What follows belongs to an exercise in optimizing a design on an open flow for small area; a production flow would make more cautious choices.
The RTL was checked by simulation tests, not by an equivalence proof against the original design.
Power figures rest on the tool's default switching activity, not on a simulated workload.

[flow/config.mk]
export PLATFORM = sky130hd
export DESIGN_NAME = dgd_raster
export DESIGN_NICKNAME = dgd_raster
export VERILOG_FILES = /design/flow/design.v
export SDC_FILE = /design/flow/constraint.sdc
export NUM_CORES = 4
export LEC_CHECK = 0
export ABC_AREA = 1
export CAP_MARGIN = 20
export CORE_MARGIN = 2
export CORE_UTILIZATION = 40
export SLEW_MARGIN = 20
[flow/constraint.sdc]
create_clock -name core_clock -period 14.0 [get_ports {clk}]
set_input_delay 2.8000 -clock core_clock [delete_from_list [all_inputs] [get_ports {clk}]]
set_output_delay 2.8000 -clock core_clock [all_outputs]
set_load 0.01 [all_outputs]
[flow/design.v]
module dgd_raster (
    input  wire        clk,
    input  wire        rst,           
    input  wire        cmd_valid,
    output wire        cmd_ready,
    input  wire [2:0]  cmd_op,        
    input  wire        cmd_value,
    input  wire        cmd_filled,
    input  wire [15:0] cmd_h0,
    input  wire [15:0] cmd_h1,
    input  wire [15:0] cmd_h2,
    input  wire [15:0] cmd_h3,
    input  wire [15:0] cmd_h4,
    input  wire [7:0]  cv_width,
    input  wire [5:0]  cv_pages,
    output wire        pix_valid,
    input  wire        pix_ready,
    output wire [7:0]  pix_x,
    output wire [8:0]  pix_y,
    output wire [13:0] pix_addr,
    output wire        pix_v
);
    localparam W = 18;
    localparam OP_SETPIX = 3'd0;
    localparam OP_LINE   = 3'd1;
    localparam OP_CIRCLE = 3'd2;
    localparam OP_RECT   = 3'd3;
    localparam OP_CROSS  = 3'd4;
    localparam OP_ARROW  = 3'd5;
    localparam S_IDLE  = 5'd0;    
    localparam S_L1    = 5'd1;    
    localparam S_L2    = 5'd2;    
    localparam S_L3    = 5'd3;    
    localparam S_L4    = 5'd4;    
    localparam S_L5    = 5'd5;    
    localparam S_L6    = 5'd8;    
    localparam S_EMIT  = 5'd6;    
    localparam S_EWAIT = 5'd7;    
    localparam S_MOVE  = 5'd9;    
    localparam S_A1    = 5'd10;   
    localparam S_A2    = 5'd11;
    localparam S_A3    = 5'd12;
    localparam S_A4    = 5'd13;
    localparam S_A5    = 5'd14;
    localparam S_A6    = 5'd15;
    localparam S_C0    = 5'd16;   
    localparam S_CR1   = 5'd17;   
    localparam S_CR2   = 5'd18;   
    localparam S_CR3   = 5'd19;   
    localparam S_CU1   = 5'd20;   
    localparam S_CU2   = 5'd21;   
    localparam S_CU3   = 5'd22;   
    localparam S_CU4   = 5'd23;   
    localparam S_RN    = 5'd24;   
    localparam S_RX    = 5'd25;   
    localparam S_RY    = 5'd26;   
    reg [4:0] st;
    reg [4:0] t;                  
    wire t0 = (t == 5'd0);
    wire tL = (t == W - 1);
    reg [W-1:0] X, Y, R0, R1, R2, R3, R4;
    reg [2:0] op;
    reg       val;
    reg       fill;
    reg [7:0] cvw;
    reg [5:0] cvp;
    reg [1:0] k;                  
    reg       p2;                 
    reg       taken;              
    reg FXn, FYn;                 
    reg UXn, UXz, UYn, UYz;       
    reg SF;                       
    reg ZF;                       
    reg C1, C2;                   
    reg ca, cb, zacc, cc2, cxr, cyr, cnr;
    wire isLine  = (op == OP_LINE) || (op == OP_ARROW);
    wire isArrow = (op == OP_ARROW);
    wire isCirc  = (op == OP_CIRCLE);
    wire isRect  = (op == OP_RECT);
    wire isCross = (op == OP_CROSS);
    wire isPix   = (op == OP_SETPIX);
    wire emitting = (st[4:1] == 4'd3);        
    reg  dirty;
    wire bX = X[0] & ~(dirty & (t >= 5'd8));
    wire bY = Y[0] & ~(dirty & (t >= 5'd14));
    wire b0 = R0[0];
    wire b1 = R1[0];
    wire b2 = R2[0];
    wire b3 = R3[0];
    wire b4 = R4[0];
    wire hs4 = tL ? R4[0] : R4[1];         
    wire hs1 = tL ? R1[0] : R1[1];         
    wire hs0 = tL ? R0[0] : R0[1];         
    wire ds1 = t0 ? 1'b0 : R1[W-1];        
    wire ds0 = t0 ? 1'b0 : R0[W-1];        
    wire bhw = k[1] ? b0 : b1;             
    wire byo = k[1] ? b1 : b0;             
    wire hcorr = R4[W-1] & R4[0];
    reg p, q, qi, qc, r, ri, rc;
    reg wX, wY, w0, w1, w2, w3;
    reg capFX, capFY, capS, capZ, capC, zN;
    reg stepx, stepy, sxn, syn, ndec;
    wire slot_rf = (st == S_EMIT) && isRect && fill && ZF;    
    wire bres    = isLine;
    wire vline   = (isRect && !fill && k[1]) || (isCross && k[0]);
    wire ay  = (st == S_A2) || (st == S_A4) || (st == S_A6);    
    wire aUn = ay ? UYn : UXn;
    wire aUz = ay ? UYz : UXz;
    wire bUn = ay ? UXn : UYn;
    wire bUz = ay ? UXz : UYz;
    wire aqp = (st == S_A3) || (st == S_A4);                    
    wire arp = (st == S_A2) || (st == S_A3) || (st == S_A5);    
    always @(*) begin
        p = 1'b0; q = 1'b0; qi = 1'b0; qc = 1'b0; r = 1'b0; ri = 1'b0; rc = 1'b0;
        wX = 1'b0; wY = 1'b0; w0 = 1'b0; w1 = 1'b0; w2 = 1'b0; w3 = 1'b0;
        capFX = 1'b0; capFY = 1'b0; capS = 1'b0; capZ = 1'b0; capC = 1'b0; zN = 1'b0;
        stepx = 1'b0; stepy = 1'b0; ndec = 1'b0;
        sxn = FXn;
        syn = FYn;
        case (st)
            S_L1: begin
                p = b0; q = isLine & bX; qi = isLine; qc = isLine; w0 = 1'b1; capFX = 1'b1;
            end
            S_L2: begin
                p = b1; q = isLine & bY; qi = isLine; qc = isLine; w1 = 1'b1; capFY = 1'b1;
            end
            S_L3: begin
                q = b0; qi = FXn; qc = FXn; w0 = 1'b1;
            end
            S_L4: begin
                q = b1; qi = FYn; qc = FYn; w1 = 1'b1;
            end
            S_L5: begin
                p = b0; q = b1; qi = 1'b1; qc = 1'b1; w2 = 1'b1; capS = 1'b1;
            end
            S_L6: begin
                q = ~SF & b0; r = SF & b1; w3 = 1'b1; capZ = 1'b1;
            end
            S_EMIT: begin
                if (slot_rf) begin
                    p = b1; ri = 1'b1; w1 = 1'b1; capS = 1'b1;
                end else begin
                    p = b2; q = hs1; capC = 1'b1;
                end
            end
            S_MOVE: begin
                if (bres) begin
                    p = b2;
                    q = C1 & b1; qi = C1; qc = C1;
                    r = C2 & b0;
                    w2 = 1'b1;
                    stepx = C1; stepy = C2;
                    ndec = 1'b1; capZ = 1'b1; zN = 1'b1;
                end else if (isCirc) begin
                    p = bX; q = b3; qi = 1'b1; qc = 1'b1; r = bhw; ri = 1'b1; rc = 1'b1;
                    capZ = 1'b1;
                    stepx = 1'b1; sxn = 1'b0;
                end else begin
                    stepx = ~vline; stepy = vline;
                    ndec = 1'b1; capZ = 1'b1; zN = 1'b1;
                end
            end
            S_A1, S_A2, S_A3, S_A4, S_A5, S_A6: begin
                p  = (st == S_A3) ? bX : (st == S_A4) ? bY : 1'b0;
                q  = ~aUz & b4;  qi = ~aUz & (aUn ~^ aqp); qc = qi;
                r  = ~bUz & hs4; ri = ~bUz & (bUn ~^ arp); rc = ~bUz & ((bUn ~^ arp) ^ hcorr);
                w0 = (st == S_A1) || (st == S_A5);
                w1 = (st == S_A2) || (st == S_A6);
                wX = (st == S_A3);
                wY = (st == S_A4);
                capFX = w0; capFY = w1;
            end
            S_C0: begin    
                q = b0; qi = 1'b1; qc = 1'b1; rc = 1'b1; w2 = 1'b1; capS = 1'b1;
            end
            S_CR1: begin   
                p = b3; r = bhw; ri = fill; rc = fill; wX = 1'b1;
            end
            S_CR2: begin   
                p = b4; r = byo; ri = k[0]; rc = k[0]; wY = 1'b1;
            end
            S_CR3: begin   
                p = b3; r = bhw; ri = 1'b1; rc = 1'b1; wX = 1'b1;
            end
            S_CU1: begin   
                p = b1; qc = 1'b1; w1 = 1'b1;
            end
            S_CU2: begin   
                p = b0; ri = 1'b1; w0 = 1'b1;
            end
            S_CU3: begin   
                p = b2; q = ds1; qc = 1'b1;
                r = ~SF & ds0; ri = ~SF; rc = ~SF;
                w2 = 1'b1; capS = 1'b1;
            end
            S_CU4: begin   
                p = b0; q = b1; qi = 1'b1; qc = 1'b1;
            end
            S_RN: begin    
                q = k[1] ? b1 : b0;
                qi = k[1] ? FYn : FXn; qc = qi;
                r = isCross & q; ri = isCross & qi; rc = isCross & qi;
                w3 = 1'b1; capZ = 1'b1;
            end
            S_RX: begin
                p = bX; q = b0;
                qi = ~(isRect && !fill && k == 2'd3); qc = qi;
                wX = 1'b1;
                stepy = isRect & fill;
            end
            S_RY: begin
                p = bY; q = b1;
                qi = ~(isRect && k == 2'd1); qc = qi;
                wY = 1'b1;
            end
            default: ;
        endcase
    end
    wire qq  = q ^ qi;
    wire rr  = r ^ ri;
    wire cai = t0 ? qc : ca;
    wire cbi = t0 ? rc : cb;
    wire s1  = p ^ qq ^ cai;
    wire ca_n = (p & qq) | (p & cai) | (qq & cai);
    wire s   = s1 ^ rr ^ cbi;
    wire cb_n = (s1 & rr) | (s1 & cbi) | (rr & cbi);
    wire c2i = t0 ? 1'b1 : cc2;
    wire s2  = hs0 ^ ~b2 ^ c2i;
    wire cc2_n = (hs0 & ~b2) | (hs0 & c2i) | (~b2 & c2i);
    wire xb  = stepx & (sxn | t0);
    wire cxi = t0 ? 1'b0 : cxr;
    wire xs  = bX ^ xb ^ cxi;
    wire cx_n = (bX & xb) | (bX & cxi) | (xb & cxi);
    wire yb  = stepy & (syn | t0);
    wire cyi = t0 ? 1'b0 : cyr;
    wire ys  = bY ^ yb ^ cyi;
    wire cy_n = (bY & yb) | (bY & cyi) | (yb & cyi);
    wire cni = t0 ? 1'b0 : cnr;
    wire ns  = ~(b3 ^ cni);                
    wire cn_n = b3 | cni;
    wire zbit = zN ? ns : s;
    wire zrun = (t0 ? 1'b0 : zacc) | zbit;
    wire [3:0] bi = t[4] ? 4'd15 : t[3:0];
    wire [15:0] oh = 16'd1 << bi;
    wire lh0 = |(cmd_h0 & oh);
    wire lh1 = |(cmd_h1 & oh);
    wire lh2 = |(cmd_h2 & oh);
    wire lh3 = |(cmd_h3 & oh);
    wire lh4 = |(cmd_h4 & oh);
    wire load = (st == S_IDLE);
    wire inX  = load ? lh0 : wX ? s : stepx ? xs : bX;
    wire inY  = load ? lh1 : wY ? s : stepy ? ys : bY;
    wire in0  = load ? lh2 : w0 ? s : b0;
    wire in1  = load ? ((cmd_op == OP_CIRCLE) ? 1'b0 : (cmd_op == OP_CROSS) ? lh2 : lh3) : w1 ? s : b1;
    wire in2  = w2 ? s : b2;
    wire in3  = load ? lh0 : w3 ? s : ndec ? ns : b3;
    wire in4  = load ? ((cmd_op == OP_CIRCLE) ? lh1 : lh4) : b4;
    function lt8(input [7:0] a, input [7:0] b);
        integer i;
        reg l;
        begin
            l = 1'b0;
            for (i = 0; i < 8; i = i + 1) l = (~a[i] & b[i]) | (~(a[i] ^ b[i]) & l);
            lt8 = l;
        end
    endfunction
    wire in_x = ~|X[W-1:8] & lt8(X[7:0], cvw);
    wire in_y = ~|Y[W-1:9] & lt8({2'b00, Y[8:3]}, {2'b00, cvp});
    wire inb  = in_x && in_y;
    reg         inbL;                 
    wire [13:0] F = {X[W-1:8], Y[W-1:14]};
    wire        ainit = (st == S_EMIT) && t0 && inb;
    wire        astep = (st == S_EMIT) && (t != 5'd0) && (t < 5'd7) && inbL;
    reg         pb;
    always @(*) begin
        case (t[2:0])
            3'd1: pb = Y[3];
            3'd2: pb = Y[4];
            3'd3: pb = Y[5];
            3'd4: pb = Y[6];
            3'd5: pb = Y[7];
            default: pb = Y[8];
        endcase
    end
    wire [8:0]  asum  = {1'b0, F[13:6]} + (pb ? {1'b0, cvw} : 9'd0);
    wire        aready = (st == S_EWAIT) || (t >= 5'd7);
    reg [13:0] Fn;
    always @(*) begin
        Fn = ainit ? {X[7:0], 6'd0} : {asum, F[5:1]};
    end
    assign pix_valid = emitting && aready && inbL && !taken;
    assign pix_x     = X[7:0];
    assign pix_y     = Y[8:0];
    assign pix_addr  = F;
    assign pix_v     = val;
    wire hs_done = !pix_valid || pix_ready;
    assign cmd_ready = load && tL;
    wire accept = cmd_ready && cmd_valid;
    reg [4:0] nst;
    reg [1:0] nk;
    reg       np2;
    always @(*) begin
        nst = st;
        nk  = k;
        np2 = p2;
        case (st)
            S_IDLE: begin
                if (accept) begin
                    nk = 2'd0; np2 = 1'b0;
                    case (cmd_op)
                        OP_SETPIX: nst = S_EMIT;
                        OP_LINE, OP_RECT, OP_CROSS, OP_ARROW: nst = S_L1;
                        OP_CIRCLE: nst = S_C0;
                        default: nst = S_IDLE;
                    endcase
                end
            end
            S_L1: nst = S_L2;
            S_L2: nst = isLine ? S_L3 : isRect ? S_RN : S_RX;
            S_L3: nst = S_L4;
            S_L4: nst = S_L5;
            S_L5: nst = S_L6;
            S_L6: nst = S_EMIT;
            S_EMIT, S_EWAIT: begin
                if (!hs_done) nst = S_EWAIT;
                else if (isCirc && fill) nst = S_MOVE;
                else if (!(isPix || isCirc) && !ZF) nst = S_MOVE;
                else begin
                    case (op)
                        OP_ARROW: begin
                            nk = k + 2'd1;
                            nst = (k == 2'd0) ? S_A1 : (k == 2'd1) ? S_A3 : S_IDLE;
                        end
                        OP_RECT: begin
                            if (fill) nst = S_RX;
                            else begin
                                nk = k + 2'd1;
                                nst = (k == 2'd3) ? S_IDLE : S_RX;
                            end
                        end
                        OP_CROSS: begin
                            nk = k + 2'd1;
                            nst = (k == 2'd1) ? S_IDLE : S_RX;
                        end
                        OP_CIRCLE: begin
                            if (!p2) begin
                                np2 = 1'b1; nst = S_CR3;
                            end else begin
                                np2 = 1'b0; nk = k + 2'd1;
                                nst = (k == 2'd3) ? S_CU1 : S_CR1;
                            end
                        end
                        default: nst = S_IDLE;
                    endcase
                end
            end
            S_MOVE: begin
                if (isCirc) begin
                    if (!zrun) begin
                        nk = k + 2'd1;
                        nst = (k == 2'd3) ? S_CU1 : S_CR1;
                    end else nst = S_EMIT;
                end else nst = S_EMIT;
            end
            S_A1: nst = S_A2;
            S_A2: nst = S_L3;
            S_A3: nst = S_A4;
            S_A4: nst = S_A5;
            S_A5: nst = S_A6;
            S_A6: nst = S_L3;
            S_C0: nst = S_CU4;
            S_CR1: nst = S_CR2;
            S_CR2: nst = S_EMIT;
            S_CR3: nst = S_EMIT;
            S_CU1: nst = SF ? S_CU3 : S_CU2;
            S_CU2: nst = S_CU3;
            S_CU3: nst = S_CU4;
            S_CU4: begin
                nk = 2'd0; np2 = 1'b0;
                nst = s ? S_IDLE : S_CR1;
            end
            S_RN: nst = (isRect && fill && FYn) ? S_IDLE : S_EMIT;
            S_RX: begin
                if (isRect && fill) nst = SF ? S_IDLE : S_RN;
                else nst = (isCross && k == 2'd0) ? S_RN : S_RY;
            end
            S_RY: nst = S_RN;
            default: nst = S_IDLE;
        endcase
    end
    always @(posedge clk) begin
        if (!emitting) begin
            X <= {inX, X[W-1:1]};
            Y <= {inY, Y[W-1:1]};
        end else if (ainit || astep) begin
            X[W-1:8]  <= Fn[13:4];
            Y[W-1:14] <= Fn[3:0];
        end
        if ((st == S_EMIT) && t0) inbL <= inb;
        R0 <= {in0, R0[W-1:1]};
        R1 <= {in1, R1[W-1:1]};
        R2 <= {in2, R2[W-1:1]};
        R3 <= {in3, R3[W-1:1]};
        R4 <= {in4, R4[W-1:1]};
        ca   <= ca_n;
        cb   <= cb_n;
        cc2  <= cc2_n;
        cxr  <= cx_n;
        cyr  <= cy_n;
        cnr  <= cn_n;
        zacc <= zrun;
        if (accept) begin
            op   <= cmd_op;
            val  <= cmd_value;
            fill <= cmd_filled;
            cvw  <= cv_width;
            cvp  <= cv_pages;
        end
        if (tL) begin
            if (capFX) FXn <= s;
            if (capFY) FYn <= s;
            if (st == S_L1) begin UXn <= s; UXz <= ~zrun; end
            if (st == S_L2) begin UYn <= s; UYz <= ~zrun; end
            if (capS)  SF <= s;
            if (capZ)  ZF <= ~zrun;
            if (capC) begin C1 <= ~s; C2 <= ~s2; end
        end
        if (rst) begin
            st    <= S_IDLE;
            t     <= 5'd0;
            taken <= 1'b0;
            dirty <= 1'b0;
            k     <= 2'd0;
            p2    <= 1'b0;
        end else begin
            if (tL || (load && !cmd_valid)) t <= 5'd0;
            else t <= t + 5'd1;
            if (tL) dirty <= emitting & inbL & hs_done;
            if (!emitting) taken <= 1'b0;
            else if (pix_valid && pix_ready) taken <= 1'b1;
            if (tL) begin
                st <= nst;
                k  <= nk;
                p2 <= np2;
            end
        end
    end
endmodule
[flow/flow/run.sh]
#!/bin/bash
# The standard layout (standard.sh, unchanged synthesis, floorplan, power grid,
# placement and routing) with three settings changed:
#  - every port still gets a buffer, but the smallest one (buf_1);
#  - the clock tree is built from clkbuf_8 cells, without dummy loads;
#  - after global routing, gates off the critical paths are downsized
#    (ORFS's RECOVER_POWER step).
# make's full output goes to make.log here; ORFS's per-step logs stay under orfs/logs.
set -euo pipefail
bash standard.sh \
  "BUFFER_PORTS_ARGS=-buffer_cell sky130_fd_sc_hd__buf_1" \
  "CTS_ARGS=-sink_clustering_enable -repair_clock_nets -dont_use_dummy_load -buf_list sky130_fd_sc_hd__clkbuf_8" \
  "RECOVER_POWER=100" \
  finish > make.log 2>&1
[flow/standard.sh]
#!/bin/bash
# synth_recipe.tcl (not shown) runs the flow's synth.tcl, then flattens the netlist and writes it again
# the make line also repeats each setting of config.mk as NAME=value (left out here)
make -C /OpenROAD-flow-scripts/flow DESIGN_CONFIG=/design/flow/config.mk WORK_HOME=/design/flow/orfs CLKGATE_MAP_FILE= SYNTH_SCRIPT=/design/flow/synth_recipe.tcl "${@:-finish}"
==> run notes <==
path summary, 6_finish.rpt:
check	start	cells past startpoint	endpoint	slack, ns
worst max-delay path	st[4]	9	pix_valid	7.50
worst min-delay path	R2[7]	0	R2[6]	0.31
worst max register to register	t[1]	19	st[2]	8.53
worst min register to register	R2[7]	0	R2[6]	0.31
critical path, stage by stage (launching register included):
cell      delay (ns)
dfxtp_1         0.56
inv_1           0.17
nand2_1         0.20
inv_1           0.08
nand2_2         0.05
clkbuf_1        1.60
nor2_1          0.14
nand3_1         0.21
inv_1           0.08
buf_1           0.13
per-layer routing:
metal / wire (um) / GRT usage / vias to the layer above
met2: 10700 / 0.349 / 313
met5: 0 / 0 / -
met1: 10900 / 0.309 / 3358
li1: - / - / 3477
met4: 790 / 0.0905 / 0
met3: 1490 / 0.0393 / 48
synth_stat cells, types with 3 or more instances:
master / count
dfxtp_1: 112
o211ai_1: 10
or2_2: 3
nor3_1: 25
buf_4: 13
nand3_1: 62
nand4_1: 31
a211oi_1: 7
clkbuf_1: 7
ha_1: 30
edfxtp_1: 66
a221oi_1: 3
nor4_1: 8
nand2_1: 192
o2111ai_1: 4
inv_1: 133
inv_2: 7
nand2_2: 5
a21oi_1: 43
xor2_1: 5
nand3_2: 3
o22ai_1: 3
fa_1: 6
buf_2: 7
o21ai_0: 41
nor2_2: 9
xnor2_1: 4
nor2_1: 88
a22o_1: 9
state kept, by name, summed over array words and instances, names as in the netlist, 2 cells and up:
signal,cells
Y,18
X,18
R3,18
R4,18
R1,18
t,5
op,3
st,5
k,2
cvp,6
R0,18
R2,18
cvw,8
power by group through the flow:
stage | Combinational, mW | Sequential (mW) | Clock [mW]
CTS | 0.0924 | 0.603 | 0.278
detailed placement | 0.0917 | 0.615 | 0
finish | 0.0913 | 0.603 | 0.266
floorplan | 0.0590 | 0.607 | 0
global route | 0.105 | 0.608 | 0.296
global placement | 0.0902 | 0.614 | 0
metrics by stage:
stage	hold WS, ns	instances	total power [mW]	util
finish	0.313	1368	0.960	0.453
floorplan	0.310	970	0.666	-
global placement	0.310	1351	0.705	0.445
global route	0.314	1368	1.01	0.453
CTS	0.314	1368	0.974	0.457
detailed placement	0.312	1351	0.706	0.445
layout make-up:
| type | count | area, um2 | share of cell area |
|---|---|---|---|
| clock buffer | 17 | 234 | 0.0254 |
| timing repair buffer | 140 | 529 | 0.0575 |
| multi-input combinational | 621 | 3340 | 0.363 |
| inverter | 142 | 533 | 0.0579 |
| sequential | 178 | 4220 | 0.459 |
| tap | 270 | 338 | 0.0367 |
kinds of logic (layout without fill, tap and decap cells):
family,count (synthesis),in the layout,share of synthesized area
AND/OR/NAND/NOR,440,440,0.239
flip-flops,178,178,0.508
buffers and inverters,171,299,0.0840
AO/OA/AOI/OAI,136,136,0.100
adder cells (fa/ha/maj),36,36,0.0595
XOR/XNOR,9,9,0.00947
==> summary.json <==
{
  "final-setup-viol-count": {"value": 0},
  "critical_path.startpoint_type": {"value": "flip-flop"},
  "ys_top_cells_by_area": {"value": "dfxtp_1, edfxtp_1, nand2_1"},
  "gp_routability_congestion": {"value": 0.990},
  "tritoncts": {"value": "built"},
  "clock_tree_sinks": {"value": 178},
  "design.portCount": {"value": 137},
  "port-buffer-count": {"value": 136},
  "internal_power": {"value": 720, "unit": "uW"},
  "place.detailed.hpwl": {"value": 18.2, "unit": "mm"},
  "rsz0062_at_grt": {"value": "false"},
  "grt_max_degree": {"value": 39},
  "clock_skew": {"value": 0.0352, "unit": "ns"},
  "viasPerCell": {"value": 5.26},
  "grtUsageTotal": {"value": 0.224},
  "yosys_register_bits": {"value": 178},
  "insertedDiodeCount": {"value": 0},
  "grt_first_pass_wirelength": {"value": 37.8, "unit": "mm"},
  "cts.path.max_buffers": {"value": 2},
  "avgSynthCellArea": {"value": 8.58, "unit": "um2"},
  "seq_power_share": {"value": 0.628},
  "ys_warn_count": {"value": 1},
  "die-width": {"value": 148, "unit": "um"},
  "core_area": {"value": 20300, "unit": "um2"},
  "mappedNetlistArea": {"value": 8320, "unit": "um2"},
  "proportion_of_layout_cells_with_a_drive_suffix_above_1": {"value": 0.0291},
  "number_of_enable_type_register_cells_in_the_synthesized_netlist": {"value": 66},
  "post-route-drc-count": {"value": 0},
  "cellLeakagePower": {"value": 3.89, "unit": "nW"},
  "cts-buffers-inserted": {"value": 17},
  "gr-total-overflow": {"value": 0},
  "power_per_cell_area": {"value": 104, "unit": "nW/um2"},
  "power_frac_clock": {"value": 0.277},
  "die_span_in_y": {"value": 148, "unit": "um"},
  "path_type_of_the_worst_setup_path": {"value": "reg -> out"},
  "final-max-slew-violation-count": {"value": 39},
  "min_path_type": {"value": "reg -> reg"},
  "detailedRoute.firstPassIterationCount": {"value": 6},
  "area_of_the_die": {"value": 22000, "unit": "um2"},
  "syn_nets": {"value": 1109},
  "antenna_left": {"value": 0},
  "finalNetCount": {"value": 1239},
  "totalWireLength": {"value": 23.9, "unit": "mm"},
  "final-hold-violation-count": {"value": 0},
  "post_synth_num_cell_types": {"value": 54},
  "finalCritPeriodShare": {"value": 0.464},
  "initial_cell_density_of_the_core": {"value": 0.410},
  "yosys.area.top_type": {"value": "dfxtp_1"},
  "comb_power_share": {"value": 0.095},
  "layout.cell_area.non_filler": {"value": 9200, "unit": "um2"},
  "highest_count_cells_in_the_layout_ignoring_fill_and_taps": {"value": "nand2_1, inv_1, buf_1"},
  "outcome": {"value": "failed layout checks"},
  "timing.slew.headroom": {"value": -0.516},
  "crit_path_max_fanout": {"value": 38},
  "tns": {"value": 0, "unit": "ns"},
  "most_common_library_cell_in_the_layout_ignoring_fill_and_taps": {"value": "nand2_1"},
  "synth-async-reset-ratio": {"value": 0},
  "routed-via-count": {"value": 7196},
  "postCtsHoldBufs": {"value": 0},
  "flow.area_growth_from_synthesis": {"value": 10.6, "unit": "%"},
  "worst_ep_required_time": {"value": 11.20, "unit": "ns"},
  "endpoint_kind": {"value": "output port"},
  "power.ir.vdd_worst": {"value": 0.0000539, "unit": "V"},
  "placementRows": {"value": 52},
  "layout_setup_ws": {"value": 7.50, "unit": "ns"},
  "synth_top_area_share": {"value": 0.269},
  "postPlaceCellArea": {"value": 9040, "unit": "um2"},
  "fmax": {"value": 0.154, "unit": "GHz"},
  "post_cts_buffers": {"value": 0},
  "cts.repair.resized": {"value": 0},
  "p_switching": {"value": 240, "unit": "uW"},
  "synthCells": {"value": 970},
  "fillerInstances": {"value": 2070},
  "antenna_found_initial": {"value": 0},
  "switching_share": {"value": 0.250},
  "ctsRootBufferMaster": {"value": "clkbuf_8"},
  "cts.reportedPaths.clkPinSlew": {"value": 0.09, "unit": "ns"},
  "synth-main-ff-cell": {"value": "dfxtp_1"},
  "synth-seq-area-share": {"value": 0.508},
  "vias_in_the_first_global_route": {"value": 6984},
  "drv.max_cap_violation_count": {"value": 1},
  "drt-initial-drc-count": {"value": 538},
  "violatedChecks": {"value": "capacitance limit, slew limit"},
  "insertion_delay": {"value": 0.46, "unit": "ns"},
  "detailedPlace.worstSlack": {"value": 9.38, "unit": "ns"},
  "transition_time_of_the_tightest_slew_check_pin": {"value": 2.27, "unit": "ns"},
  "wire_per_inst": {"value": 17.5, "unit": "um"},
  "clock_tree.htree_level_count": {"value": 4},
  "cp.arrival": {"value": 3.70, "unit": "ns"},
  "finalWorstPathRequiredPeriod": {"value": 6.50, "unit": "ns"}
}

## re-timing with driven ports
The results above use ideal ports. As a check the final layout listed here was re-extracted and re-timed, cells and wires unchanged. Step 1, drivers: a clkbuf_16 drives clk and a buf_2 each remaining input, both assumed. Step 2 adds t to the input delays and takes it off the output delays; t is the mean of the earliest and latest rising clock arrival at the registers after step 1. Input paths then give back, and output paths get back, about the clock's delay inside the block. Three values: ideal ports, drivers, drivers and shift; two values: the first two.
t, ns: 0.486
slack for setup (ns): 7.501 / 7.464 / 7.949
worst setup path after step 2: register to output
The setup slack of this run moves by -0.037 ns with the drivers and by +0.448 ns with both steps.
